This design comes from an exercise in tuning for small area, a short achievable clock period and few clock cycles on the open sky130 flow, not from production work.
At most, simulation tests tie the RTL to the original design; equivalence was not proved.
Power and IR drop assume default switching activity.

==> flow/design.v <==
module openlst_crc16 (
    input  wire [15:0] crc_in,
    input  wire [7:0]  data,
    output reg  [15:0] crc_out
);
    integer k;
    always @(*) begin
        crc_out = crc_in ^ {data, 8'h00};
        for (k = 0; k < 8; k = k + 1) begin
            if (crc_out[15])
                crc_out = {crc_out[14:0], 1'b0} ^ 16'h8005;
            else
                crc_out = {crc_out[14:0], 1'b0};
        end
    end
endmodule
module openlst_rf_rx #(
    parameter [7:0] SUBSYS_RADIO = 8'h01
) (
    input  wire        clk,
    input  wire        rst,
    input  wire [15:0] self_id,
    input  wire        fwd_en,
    input  wire        rx_valid,
    input  wire [7:0]  rx_data,
    output wire        rx_ready,
    output reg         pay_valid,
    output wire [7:0]  pay_data,
    output reg         res_valid,
    output reg  [1:0]  res_status,
    output reg  [1:0]  res_route,
    output wire [7:0]  res_len,
    output wire [15:0] res_dev_id,
    output wire [15:0] res_seq,
    output wire [7:0]  res_subsys,
    output wire [7:0]  res_opcode,
    output wire        res_fbit,
    output reg  [31:0] cnt_good,
    output reg  [31:0] cnt_rej_crc,
    output reg  [31:0] cnt_rej_other
);
    localparam [1:0] ST_GOOD  = 2'd0;
    localparam [1:0] ST_CRC   = 2'd1;
    localparam [1:0] ST_SHORT = 2'd2;
    localparam [1:0] RT_DROP  = 2'd0;
    localparam [1:0] RT_LOCAL = 2'd1;
    localparam [1:0] RT_FWD   = 2'd2;
    reg  [7:0]  rem;         
    reg  [2:0]  hdr;         
    reg  [7:0]  rd;          
    reg         f_first;     
    reg         f_crc;       
    reg         f_good;      
    reg         f_bad;       
    reg         f_short;     
    reg         long_pkt;    
    reg  [15:0] crc;         
    reg         lo_ok;       
    reg         fbit;
    reg  [15:0] seq;
    reg  [7:0]  subsys;
    reg  [7:0]  opcode;
    reg  [15:0] dev_id;
    wire        first = (rem == 8'd0);
    wire        crc_ok = lo_ok && (rx_data == crc[15:8]);
    wire        r_ge5 = (rem[7:3] != 5'd0) || (rem[2:0] >= 3'd5);
    assign rx_ready = 1'b1;
    assign pay_data = rd;
    always @(posedge clk) begin
        rd <= rx_data;
        if (rst) begin
            rem       <= 8'd0;
            pay_valid <= 1'b0;
            f_first   <= 1'b0;
            f_crc     <= 1'b0;
            f_good    <= 1'b0;
            f_bad     <= 1'b0;
            f_short   <= 1'b0;
        end else begin
            pay_valid <= rx_valid && !first && (hdr == 3'd6) && r_ge5;
            f_first   <= rx_valid && first;
            f_crc     <= rx_valid && !first && r_ge5;
            f_short   <= rx_valid && (first ? (rx_data == 8'd0) : (rem == 8'd1) && !long_pkt);
            f_good    <= rx_valid && !first && (rem == 8'd1) && long_pkt && crc_ok;
            f_bad     <= rx_valid && !first && (rem == 8'd1) && long_pkt && !crc_ok;
            if (rx_valid) begin
                if (first) begin
                    rem <= rx_data;
                    long_pkt <= (rx_data >= 8'd9);
                    hdr <= 3'd1;
                end else begin
                    rem <= rem - 8'd1;
                    if (hdr != 3'd6)
                        hdr <= hdr + 3'd1;
                    if (hdr == 3'd1) fbit        <= rx_data[6];
                    if (hdr == 3'd2) seq[7:0]    <= rx_data;
                    if (hdr == 3'd3) seq[15:8]   <= rx_data;
                    if (hdr == 3'd4) subsys      <= rx_data;
                    if (hdr == 3'd5) opcode      <= rx_data;
                    if (rem == 8'd4) dev_id[7:0]  <= rx_data;
                    if (rem == 8'd3) dev_id[15:8] <= rx_data;
                    if (rem == 8'd2) lo_ok        <= (rx_data == crc[7:0]);
                end
            end
        end
    end
    reg  [7:0]  lm3;         
    wire [15:0] crc_step;
    openlst_crc16 u_crc (.crc_in(crc | {16{f_first}}), .data(rd), .crc_out(crc_step));
    wire        f_last = f_good || f_bad || f_short;
    wire        addr_match = (subsys == SUBSYS_RADIO) &&
                             ((dev_id == self_id) || (dev_id == 16'hFFFF));
    assign res_len    = lm3;
    assign res_dev_id = dev_id;
    assign res_seq    = seq;
    assign res_subsys = subsys;
    assign res_opcode = opcode;
    assign res_fbit   = fbit;
    always @(posedge clk) begin
        if (f_first || f_crc)
            crc <= crc_step;
        if (f_first)
            lm3 <= rd - 8'd3;
        if (f_last) begin
            res_status <= {f_short, f_bad};
            res_route  <= addr_match ? RT_LOCAL : (fwd_en ? RT_FWD : RT_DROP);
        end
        if (rst) begin
            res_valid     <= 1'b0;
            cnt_good      <= 32'd0;
            cnt_rej_crc   <= 32'd0;
            cnt_rej_other <= 32'd0;
        end else begin
            res_valid <= f_last;
            if (f_short) cnt_rej_other <= cnt_rej_other + 32'd1;
            if (f_bad)   cnt_rej_crc   <= cnt_rej_crc + 32'd1;
            if (f_good)  cnt_good      <= cnt_good + 32'd1;
        end
    end
endmodule
module openlst_rf_tx (
    input  wire        clk,
    input  wire        rst,
    input  wire        tx_valid,
    input  wire [7:0]  tx_data,
    input  wire        tx_fbit,
    output reg         tx_ready,
    output reg         pkt_valid,
    output reg  [7:0]  pkt_data,
    input  wire        pkt_ready,
    output reg  [31:0] cnt_sent
);
    localparam [3:0] T_M    = 4'd0;    
    localparam [3:0] T_D0   = 4'd1;    
    localparam [3:0] T_D1   = 4'd2;    
    localparam [3:0] T_BODY = 4'd3;    
    localparam [3:0] T_FD0  = 4'd4;    
    localparam [3:0] T_FD1  = 4'd5;    
    localparam [3:0] T_CL   = 4'd6;    
    localparam [3:0] T_CH   = 4'd7;    
    localparam [3:0] T_DROP = 4'd8;    
    reg  [3:0]  state;
    reg         have_m;      
    reg  [7:0]  remain;      
    reg         fbit;
    reg  [15:0] dev_id;
    reg  [15:0] crc;
    reg         pkt_last;    
    reg  [7:0]  s_data;
    reg         s_fbit;
    wire        s_full   = !tx_ready;
    wire        out_free = !pkt_valid || pkt_ready;
    wire        take     = tx_valid && tx_ready;
    wire        h_valid  = s_full || take;
    wire [7:0]  h_data   = s_full ? s_data : tx_data;
    wire        h_fbit   = s_full ? s_fbit : tx_fbit;
    wire        big      = (remain > 8'd252);
    reg         pop;         
    reg         load;        
    reg  [7:0]  out_byte;
    always @(*) begin
        pop      = 1'b0;
        load     = 1'b0;
        out_byte = h_data;
        case (state)
            T_M, T_DROP: pop = h_valid;
            T_D0: begin
                pop      = h_valid && out_free;
                load     = pop;
                out_byte = remain + 8'd3;
            end
            T_D1: begin
                pop      = h_valid && out_free;
                load     = pop;
                out_byte = {1'b0, fbit, 6'b0};
            end
            T_BODY: begin
                pop      = h_valid && out_free;
                load     = pop;
            end
            T_FD0: begin
                pop      = h_valid && !have_m;
                load     = out_free;
                out_byte = dev_id[7:0];
            end
            T_FD1: begin
                pop      = h_valid && !have_m;
                load     = out_free;
                out_byte = dev_id[15:8];
            end
            T_CL: begin
                pop      = h_valid && !have_m;
                load     = out_free;
                out_byte = crc[7:0];
            end
            default: begin    
                load     = out_free;
                out_byte = crc[15:8];
            end
        endcase
    end
    wire [15:0] crc_step;
    openlst_crc16 u_crc (.crc_in(crc | {16{state == T_D0}}), .data(out_byte), .crc_out(crc_step));
    always @(posedge clk) begin
        if (load && (state == T_D0 || state == T_D1 || state == T_BODY))
            crc <= crc_step;
        if (load) begin
            pkt_data <= out_byte;
            pkt_last <= (state == T_CH);
        end
        if (!s_full)
            s_data <= tx_data;
        if (!s_full)
            s_fbit <= tx_fbit;
        if (rst) begin
            state     <= T_M;
            have_m    <= 1'b0;
            pkt_valid <= 1'b0;
            tx_ready  <= 1'b1;
            cnt_sent  <= 32'd0;
        end else begin
            if (pkt_valid && pkt_ready && pkt_last)
                cnt_sent <= cnt_sent + 32'd1;
            if (load)
                pkt_valid <= 1'b1;
            else if (pkt_ready)
                pkt_valid <= 1'b0;
            tx_ready <= !(h_valid && !pop);
            case (state)
                T_M: begin
                    if (pop) begin
                        remain <= h_data;
                        fbit   <= h_fbit;
                        state  <= (h_data > 8'd252) ? T_DROP : T_D0;
                    end
                end
                T_DROP, T_D0, T_D1, T_BODY: begin
                    if (pop) begin
                        remain <= remain - 8'd1;
                        if (state == T_D0) dev_id[7:0]  <= h_data;
                        if (state == T_D1) dev_id[15:8] <= h_data;
                        if (state == T_D0) state <= T_D1;
                        if (state == T_D1) state <= T_BODY;
                        if ((state == T_BODY || state == T_DROP) && remain == 8'd1)
                            state <= (state == T_BODY) ? T_FD0 : T_M;
                    end
                end
                default: begin    
                    if (pop) begin
                        remain <= h_data;
                        fbit   <= h_fbit;
                        have_m <= 1'b1;
                    end
                    if (load) begin
                        case (state)
                            T_FD0: state <= T_FD1;
                            T_FD1: state <= T_CL;
                            T_CL:  state <= T_CH;
                            default: begin
                                have_m <= 1'b0;
                                state  <= !have_m ? T_M : (big ? T_DROP : T_D0);
                            end
                        endcase
                    end
                end
            endcase
        end
    end
endmodule
module openlst_rf_codec (
    input  wire        clk,
    input  wire        rst,
    input  wire [15:0] self_id,
    input  wire        fwd_en,
    input  wire        rx_valid,
    input  wire [7:0]  rx_data,
    output wire        rx_ready,
    output wire        pay_valid,
    output wire [7:0]  pay_data,
    output wire        res_valid,
    output wire [1:0]  res_status,
    output wire [1:0]  res_route,
    output wire [7:0]  res_len,
    output wire [15:0] res_dev_id,
    output wire [15:0] res_seq,
    output wire [7:0]  res_subsys,
    output wire [7:0]  res_opcode,
    output wire        res_fbit,
    input  wire        tx_valid,
    input  wire [7:0]  tx_data,
    input  wire        tx_fbit,
    output wire        tx_ready,
    output wire        pkt_valid,
    output wire [7:0]  pkt_data,
    input  wire        pkt_ready,
    output wire [31:0] cnt_good,
    output wire [31:0] cnt_rej_crc,
    output wire [31:0] cnt_rej_other,
    output wire [31:0] cnt_sent
);
    openlst_rf_rx #(.SUBSYS_RADIO(8'h01)) u_rx (
        .clk(clk), .rst(rst), .self_id(self_id), .fwd_en(fwd_en),
        .rx_valid(rx_valid), .rx_data(rx_data), .rx_ready(rx_ready),
        .pay_valid(pay_valid), .pay_data(pay_data),
        .res_valid(res_valid), .res_status(res_status), .res_route(res_route),
        .res_len(res_len), .res_dev_id(res_dev_id), .res_seq(res_seq),
        .res_subsys(res_subsys), .res_opcode(res_opcode), .res_fbit(res_fbit),
        .cnt_good(cnt_good), .cnt_rej_crc(cnt_rej_crc), .cnt_rej_other(cnt_rej_other)
    );
    openlst_rf_tx u_tx (
        .clk(clk), .rst(rst),
        .tx_valid(tx_valid), .tx_data(tx_data), .tx_fbit(tx_fbit), .tx_ready(tx_ready),
        .pkt_valid(pkt_valid), .pkt_data(pkt_data), .pkt_ready(pkt_ready),
        .cnt_sent(cnt_sent)
    );
endmodule
Settings: LEC_CHECK=0, CAP_MARGIN=20, CORE_MARGIN=2, CORE_UTILIZATION=70, CTS_CLUSTER_DIAMETER=100, CTS_CLUSTER_SIZE=30, PLACE_DENSITY=0.8, SETUP_SLACK_MARGIN=2.8, SLEW_MARGIN=20; clock period 5.0 ns.
standard.sh (not shown) runs the stock make flow with config.mk's settings and CLKGATE_MAP_FILE= SYNTH_SCRIPT=/design/flow/synth_recipe.tcl, a recipe that flattens the netlist after the stock synthesis.
==> flow/flow/run.sh <==
#!/bin/bash
# Standard layout, with the port buffers made from buf_1 cells.
set -euo pipefail
export BUFFER_PORTS_ARGS="-buffer_cell sky130_fd_sc_hd__buf_1"
bash standard.sh > flow_standard.log 2>&1
Then changed:
--- a/flow/design.v
+++ b/flow/design.v
@@ -166,8 +166,10 @@
     reg  [15:0] dev_id;
     reg  [15:0] crc;
+    reg         c_init;      
+    reg         c_step;      
     reg         pkt_last;    
+    reg         s_full;      
     reg  [7:0]  s_data;
     reg         s_fbit;
-    wire        s_full   = !tx_ready;
     wire        out_free = !pkt_valid || pkt_ready;
     wire        take     = tx_valid && tx_ready;
@@ -221,8 +223,10 @@
     end
     wire [15:0] crc_step;
-    openlst_crc16 u_crc (.crc_in(crc | {16{state == T_D0}}), .data(out_byte), .crc_out(crc_step));
+    openlst_crc16 u_crc (.crc_in(crc | {16{c_init}}), .data(pkt_data), .crc_out(crc_step));
     always @(posedge clk) begin
-        if (load && (state == T_D0 || state == T_D1 || state == T_BODY))
+        if (c_init || c_step)
             crc <= crc_step;
+        c_init <= load && (state == T_D0);
+        c_step <= load && (state == T_D1 || state == T_BODY);
         if (load) begin
             pkt_data <= out_byte;
@@ -237,4 +241,5 @@
             have_m    <= 1'b0;
             pkt_valid <= 1'b0;
+            s_full    <= 1'b0;
             tx_ready  <= 1'b1;
             cnt_sent  <= 32'd0;
@@ -246,4 +251,5 @@
             else if (pkt_ready)
                 pkt_valid <= 1'b0;
+            s_full   <= h_valid && !pop;
             tx_ready <= !(h_valid && !pop);
             case (state)
What happened: Hold slack improved by 0.028 ns; wire length fell by 9.4%; combinational power decreases by 29%; via count falls by 4.6%; register-to-register slack improved by 0.80 ns; synthesized area is about the same; cell area decreases by 4.1%; fmax is higher by 36%; global-route usage goes down by 1.3 points; setup slack improved by 0.78 ns; sequential share of layout area is higher by 2.3 points; clock power grows by about 7%.
Testbench counts after the change, summed over its fixed seeds: cycles 102,794.
Function not checked in the first run of this note: the RTL went through the layout flow alone.

## afterwards: timing with drivers on the ports
The results above use ideal ports. As a check the final layouts listed here were re-extracted and re-timed, cells and wires unchanged. Step 1: set_driving_cell puts a clkbuf_16 on clk and a buf_2 on each other input, an assumption about the parent block. Step 2 adds t to the input delays and takes it off the output delays; t is the mean of the earliest and latest rising clock arrival at the registers after step 1. Input paths then give back, and output paths get back, about the clock's delay inside the block. a / b / c = no drivers / after step 1 / after step 2; a / b = the first two.
run | t, ns | slack for setup (ns) | latest minus earliest clock arrival (ns)
the first run | 0.540 | 2.028 / 2.028 / 1.567 | 0.022 / 0.021
the second run | 0.532 | 2.806 / 2.763 / 2.380 | 0.037 / 0.038
After both steps every run listed still meets setup and hold. The setup slack of the first run, which loses most, moves by 0.000 ns with the drivers and by -0.461 ns with both steps.
